Background: an optimization exercise with open tools, aiming at small area and a short achievable clock period. Do not read the settings as production practice. At most, simulation tests tie the RTL to the original design; equivalence was not proved. No activity file was given, so power comes from the tool's default toggle rates.

Setup of red:
==> flow/design.v (excerpt) <==
module zsc_lpm (
    input  wire         clk,
    input  wire         rst,         
    input  wire         reg_we,
    input  wire [10:0]  reg_addr,
    input  wire [15:0]  reg_wdata,
    input  wire         in_valid,
    input  wire [127:0] in_color,
    input  wire [127:0] in_attr,
    input  wire [15:0]  bg_color,
    input  wire [15:0]  bg_attr,
    output reg          out_valid,
    output reg  [15:0]  fr_color,
    output reg  [15:0]  fr_attr,
    output reg  [15:0]  bk_color,
    output reg  [15:0]  bk_attr
);
export LEC_CHECK = 0
export ABC_AREA = 1
export CAP_MARGIN = 20
export CORE_MARGIN = 2
export CORE_UTILIZATION = 55
export CTS_CLUSTER_DIAMETER = 150
export CTS_CLUSTER_SIZE = 28
export PLACE_DENSITY = 0.7
export SLEW_MARGIN = 20
create_clock -name core_clock -period 32.0 [get_ports {clk}]
standard.sh (not shown) runs the stock make flow with config.mk's settings and CLKGATE_MAP_FILE= SYNTH_SCRIPT=/design/flow/synth_recipe.tcl, a recipe that flattens the netlist after the stock synthesis.
==> flow/flow/run.sh <==
#!/bin/bash
set -euo pipefail
mkdir -p scripts_mod
cp -r "$FLOW_HOME/scripts/." scripts_mod/
printf 'strash\ndch -f\nmap -D 4500\ntopo\nstime -c\nbuffer -c\nupsize -c\ndnsize -c\n' > scripts_mod/abc_area.script
bash standard.sh finish \
  SCRIPTS_DIR="$PWD/scripts_mod" \
  SETUP_SLACK_MARGIN=24.4 \
  MATCH_CELL_FOOTPRINT=0 \
  "BUFFER_PORTS_ARGS=-buffer_cell sky130_fd_sc_hd__buf_1" \
  > flow_make.log 2>&1
red went all the way through the flow, and no timing, DRC or antenna check failed.
Input changes introduced in blue (baseline for comparison: red):
==> flow/flow/run.sh <==
#!/bin/bash
set -euo pipefail
bash standard.sh finish \
  SETUP_SLACK_MARGIN=24.5 \
  MATCH_CELL_FOOTPRINT=0 \
  "BUFFER_PORTS_ARGS=-buffer_cell sky130_fd_sc_hd__buf_1" \
  > flow_make.log 2>&1
### Flow results
Diff red and blue: proportion of power drawn by combinational gates lower in blue. In the tables for red and blue, setup fix buffers added after clock tree synthesis reads higher with red. Against red, area taken by multi-input logic gates in blue rose by a few percent. Cell-internal power delta for blue relative to red: 3.7% lower. Compared with red, in blue highest clock rate moved up; design area level; synthesized area moved up; sequential share of layout area moved up.
Input-level comparison between green and blue:
--- a/flow/flow/run.sh
+++ b/flow/flow/run.sh
@@ -4 +4 @@
-  SETUP_SLACK_MARGIN=24.5 \
+  SETUP_SLACK_MARGIN=24.4 \
--- a/flow/config.mk
+++ b/flow/config.mk
@@ -11 +11 @@
-export CORE_UTILIZATION = 55
+export CORE_UTILIZATION = 60
@@ -13,2 +13,2 @@
-export CTS_CLUSTER_SIZE = 28
-export PLACE_DENSITY = 0.7
+export CTS_CLUSTER_SIZE = 26
+export PLACE_DENSITY = 0.72
==> run notes <==
Vias: green above blue. Between blue and green, area overhead of the layout relative to synthesis is higher for blue, green comes in under that. After detailed routing, blue needs more wire than green. In terms of count of buffers not belonging to the clock network in the layout, green and blue differ only marginally. [compare] base=blue new=green: post-layout instance count excluding filler cells went down 0.50%, number of gates resized after cts went down about 80%, global-route usage over all layers went up 2.6 points.
--- input diff green..orange ---
--- a/flow/config.mk
+++ b/flow/config.mk
@@ -11 +11 @@
-export CORE_UTILIZATION = 60
+export CORE_UTILIZATION = 55
@@ -14 +14 @@
-export PLACE_DENSITY = 0.72
+export PLACE_DENSITY = 0.65
Notes after the runs:
Vias: orange below green
Run comparison: green worst setup path startpoint fr_attr[4]; orange worst setup path startpoint reg_addr[9]
green → orange: routability congestion estimate went down by 0.020; maximum frequency went up by about 0.4%; sequential share of layout area was more or less identical.
Inputs modified between orange and purple:
--- a/flow/config.mk
+++ b/flow/config.mk
@@ -13,2 +13,2 @@
-export CTS_CLUSTER_SIZE = 26
-export PLACE_DENSITY = 0.65
+export CTS_CLUSTER_SIZE = 28
+export PLACE_DENSITY = 0.7
==> comparison <==
purple ran to completion and came out clean on the timing, DRC and antenna checks. Switching fraction of total power: purple vs orange up 0.43 points. Going from orange to purple, fmax now smaller, wire length increased about 2.7%, area growth from synthesis to final layout moved down, post-layout instance count excluding filler cells has decreased, share of cell area taken by flip-flops and latches held. purple has hold slack below what orange had. Looking at orange and purple, the summed area of non-filler cells in the final layout is a wash. Between orange and purple, total setup buffers inserted after CTS is lower for purple, orange comes in above that.

The RTL this note starts from:
==> flow/design.v <==
module zsc_lpm (
    input  wire         clk,
    input  wire         rst,         
    input  wire         reg_we,
    input  wire [10:0]  reg_addr,
    input  wire [15:0]  reg_wdata,
    input  wire         in_valid,
    input  wire [127:0] in_color,
    input  wire [127:0] in_attr,
    input  wire [15:0]  bg_color,
    input  wire [15:0]  bg_attr,
    output reg          out_valid,
    output reg  [15:0]  fr_color,
    output reg  [15:0]  fr_attr,
    output reg  [15:0]  bk_color,
    output reg  [15:0]  bk_attr
);
    reg        mix_pinv;
    reg [9:0]  shd_ctrl [0:2];
    reg [15:0] lyr_pri  [0:7];
    reg [8:0]  lyr_ovr  [0:1];
    reg [12:0] lyr_col  [0:7];
    reg [9:0]  lyr_mask [0:7];
    wire [15:0] wd = reg_wdata & {16{~rst}};
    wire        wa = reg_we;
    integer i;
    always @(posedge clk) begin
        if (rst | (wa & (reg_addr == 11'h20)))
            mix_pinv <= wd[0];
        for (i = 0; i < 3; i = i + 1)
            if (rst | (wa & (reg_addr == 11'h21 + i)))
                shd_ctrl[i] <= wd[9:0];
        for (i = 0; i < 8; i = i + 1) begin
            if (rst | (wa & (reg_addr == 11'h28 + 4 * i)))
                lyr_pri[i] <= (i < 2) ? wd : {8'h00, wd[7:0]};
            if (rst | (wa & (reg_addr == 11'h2A + 4 * i)))
                lyr_col[i] <= wd[12:0];
            if (rst | (wa & (reg_addr == 11'h2B + 4 * i)))
                lyr_mask[i] <= wd[9:0];
        end
        for (i = 0; i < 2; i = i + 1)
            if (rst | (wa & (reg_addr == 11'h29 + 4 * i)))
                lyr_ovr[i] <= wd[8:0];
    end
    reg         p_valid;
    reg [127:0] p_color, p_attr;
    reg [15:0]  p_bgc, p_bga;
    always @(posedge clk) begin
        p_valid <= in_valid & ~rst;
        p_color <= in_color;
        p_attr  <= in_attr;
        p_bgc   <= bg_color;
        p_bga   <= bg_attr;
    end
    reg [7:0]  vis;
    reg [7:0]  eff [0:7];
    reg [7:0]  key [0:7];
    reg [15:0] c, a;
    reg [2:0]  bpp;
    reg [7:0]  cmpv;
    integer L;
    always @* begin
        for (L = 0; L < 8; L = L + 1) begin
            c   = p_color[16*L +: 16];
            a   = p_attr[16*L +: 16];
            bpp = lyr_col[L][10:8];
            vis[L] = lyr_col[L][12] &
                     (a[12] | (c[3:0] != 4'd0) |
                      (c[4] & (bpp != 3'd0)) | (c[5] & (bpp >= 3'd2)) |
                      (c[6] & (bpp >= 3'd3)) | (c[7] & (bpp >= 3'd4)));
            eff[L] = lyr_pri[L][7:0];
            if (L < 2) begin
                case (bpp)
                    3'd0: cmpv = c[11:4];
                    3'd1: cmpv = c[12:5];
                    3'd2: cmpv = c[13:6];
                    3'd3: cmpv = c[14:7];
                    default: cmpv = c[15:8];
                endcase
                if (lyr_ovr[L][8] && ~le8(cmpv, lyr_ovr[L][7:0]))
                    eff[L] = lyr_pri[L][15:8];
            end
            key[L] = eff[L] ^ {8{mix_pinv}};
        end
    end
    function le8;             
        input [7:0] a, b;
        integer n;
        reg [7:0] g, p;
        reg [3:0] g1, p1;
        reg [1:0] g2, p2;
        begin
            g = b & ~a;
            p = b | ~a;
            for (n = 0; n < 4; n = n + 1) begin
                g1[n] = g[2*n+1] | (p[2*n+1] & g[2*n]);
                p1[n] = p[2*n+1] & p[2*n];
            end
            for (n = 0; n < 2; n = n + 1) begin
                g2[n] = g1[2*n+1] | (p1[2*n+1] & g1[2*n]);
                p2[n] = p1[2*n+1] & p1[2*n];
            end
            le8 = g2[1] | (p2[1] & (g2[0] | p2[0]));
        end
    endfunction
    reg [7:0] ah [0:7];
    reg [7:0] bt [0:7];
    reg [7:0] fsel, bsel;
    integer j, K;
    function one_hot7;        
        input [7:0] v;
        integer n;
        reg any, two;
        begin
            any = 1'b0; two = 1'b0;
            for (n = 0; n < 8; n = n + 1) begin
                two = two | (any & v[n]);
                any = any | v[n];
            end
            one_hot7 = any & ~two;
        end
    endfunction
    always @* begin
        for (K = 0; K < 8; K = K + 1)
            for (j = 0; j < 8; j = j + 1)
                ah[K][j] = (K < j) ? le8(key[K], key[j]) : 1'b0;
        for (K = 0; K < 8; K = K + 1) begin
            for (j = 0; j < 8; j = j + 1) begin
                if (j < K)
                    bt[K][j] = vis[j] & ah[j][K];
                else if (j > K)
                    bt[K][j] = vis[j] & ~ah[K][j];
                else
                    bt[K][j] = 1'b0;
            end
            fsel[K] = vis[K] & (bt[K] == 8'd0);
            bsel[K] = vis[K] & one_hot7(bt[K]);
        end
    end
    reg [15:0] f_c, f_a, b_c, b_a;
    reg [7:0]  f_bank, b_bank, f_eff, b_eff;
    reg        f_shen, b_shen;
    reg [15:0] cm, cc;
    integer M;
    always @* begin
        f_c = {16{~|fsel}} & p_bgc;
        f_a = {16{~|fsel}} & p_bga;
        b_c = {16{~|bsel}} & p_bgc;
        b_a = {16{~|bsel}} & p_bga;
        f_bank = 8'd0; b_bank = 8'd0; f_eff = 8'd0; b_eff = 8'd0;
        f_shen = 1'b0; b_shen = 1'b0;
        for (M = 0; M < 8; M = M + 1) begin
            cc = p_color[16*M +: 16];
            cm = {p_attr[16*M+10 +: 6], p_attr[16*M +: 10] & lyr_mask[M]};
            f_c    = f_c    | ({16{fsel[M]}} & cc);
            f_a    = f_a    | ({16{fsel[M]}} & cm);
            f_bank = f_bank | ({8{fsel[M]}} & lyr_col[M][7:0]);
            f_eff  = f_eff  | ({8{fsel[M]}} & eff[M]);
            f_shen = f_shen | (fsel[M] & lyr_col[M][11]);
            b_c    = b_c    | ({16{bsel[M]}} & cc);
            b_a    = b_a    | ({16{bsel[M]}} & cm);
            b_bank = b_bank | ({8{bsel[M]}} & lyr_col[M][7:0]);
            b_eff  = b_eff  | ({8{bsel[M]}} & eff[M]);
            b_shen = b_shen | (bsel[M] & lyr_col[M][11]);
        end
    end
    function shadow_bit;
        input [9:0] ctrl;
        input [7:0] idx;
        begin
            case (ctrl[9:8])
                2'd0: shadow_bit = 1'b0;
                2'd1: shadow_bit = le8(ctrl[7:0], idx);
                2'd2: shadow_bit = (idx == ctrl[7:0]);
                default: shadow_bit = le8(idx, ctrl[7:0]);
            endcase
        end
    endfunction
    function [9:0] shd_pick;
        input [1:0] g;
        input [9:0] s0, s1, s2;
        begin
            case (g)
                2'd0: shd_pick = s0;
                2'd1: shd_pick = s1;
                default: shd_pick = s2;
            endcase
        end
    endfunction
    wire f_sh = f_shen & f_a[15] & (f_a[14:13] != 2'd3) &
                shadow_bit(shd_pick(f_a[14:13], shd_ctrl[0], shd_ctrl[1], shd_ctrl[2]), f_eff);
    wire b_sh = b_shen & b_a[15] & (b_a[14:13] != 2'd3) &
                shadow_bit(shd_pick(b_a[14:13], shd_ctrl[0], shd_ctrl[1], shd_ctrl[2]), b_eff);
    always @(posedge clk) begin
        out_valid <= p_valid & ~rst;
        fr_color  <= {f_c[15:8] + f_bank, f_c[7:0]};
        fr_attr   <= {f_a[15:13], f_a[12] ^ f_sh, f_a[11:0]};
        bk_color  <= {b_c[15:8] + b_bank, b_c[7:0]};
        bk_attr   <= {b_a[15:13], b_a[12] ^ b_sh, b_a[11:0]};
    end
endmodule
Settings: LEC_CHECK=0, ABC_AREA=1, CAP_MARGIN=20, CORE_MARGIN=2, CORE_UTILIZATION=40, PLACE_DENSITY=0.6, SLEW_MARGIN=20; clock period 32.0 ns.
run.sh (not shown) runs the stock make flow with config.mk's settings and CLKGATE_MAP_FILE= SYNTH_SCRIPT=/design/flow/synth_recipe.tcl, a recipe that flattens the netlist after the stock synthesis.
Stock flow here: none of the scripts above is used.
Rerun with:
==> flow/flow/run.sh (new file) <==
#!/bin/bash
# Standard ORFS layout (the standard.sh, unchanged SDC and scripts), with
# the resizer asked for extra setup slack so that it optimises the logic
# paths even though the 32 ns clock leaves them far from violating; ports are
# buffered with plain buffers, and sizing may change a cell's footprint.
set -euo pipefail
bash standard.sh finish \
  SETUP_SLACK_MARGIN=24.5 \
  MATCH_CELL_FOOTPRINT=0 \
  "BUFFER_PORTS_ARGS=-buffer_cell sky130_fd_sc_hd__buf_2" \
  > flow_make.log 2>&1
==> flow/standard.sh (new file) <==
#!/bin/bash
# synth_recipe.tcl (not shown) runs the flow's synth.tcl, then flattens the netlist and writes it again
# the make line also repeats each setting of config.mk as NAME=value (left out here)
make -C /OpenROAD-flow-scripts/flow DESIGN_CONFIG=/design/flow/config.mk WORK_HOME=/design/flow/orfs CLKGATE_MAP_FILE= SYNTH_SCRIPT=/design/flow/synth_recipe.tcl "${@:-finish}"
removed: flow/run.sh
The changed run passed the timing, DRC and antenna checks.
Area after synthesis stays the same.
Via count increases by 0.86%.
Design area drops by 1.3%.
Wire length barely changes.
Sequential power stays flat.
Worst setup slack improves by 1300 ps.
Count of clock-buffer cells in the layout came out higher by 1.
Final cell count came out higher by 1.1%.
Die area is unchanged.
Function was not checked in any run of this note: the RTL went through the layout flow alone.

[static timing again, ports no longer ideal]
In the flow no input, the clock included, has a driving cell. The finished layouts below were timed again as built, in two steps. Step 1 sets driving cells, clkbuf_16 on the clock port and buf_2 on the other inputs (assumed; they add their load-dependent delay and slew). Step 2, shift: input delay + t, output delay - t, t = (earliest + latest rising clock arrival at the registers) / 2. This alone moves slack from input paths to output paths. Slacks: no drivers / after step 1 / after step 2; pairs: no drivers / after step 1.
run	shift t [ns]	slack for setup (ns)	pins driven straight from the clock port
red	0.681	24.301 / 24.301 / 23.726	1
blue	0.674	24.443 / 24.385 / 23.926	1
green	0.683	24.409 / 24.350 / 23.791	1
orange	0.683	24.439 / 24.383 / 23.800	1
purple	0.690	24.413 / 24.352 / 23.795	1
the first run of note 2	0.686	23.234 / 23.276 / 22.590	1
the second run of note 2	0.688	24.497 / 24.426 / 23.883	1
After both steps every run listed still meets setup and hold. For the first run of note 2, which loses most, drivers alone change the setup slack by +0.042 ns; drivers and shift together by -0.644 ns.
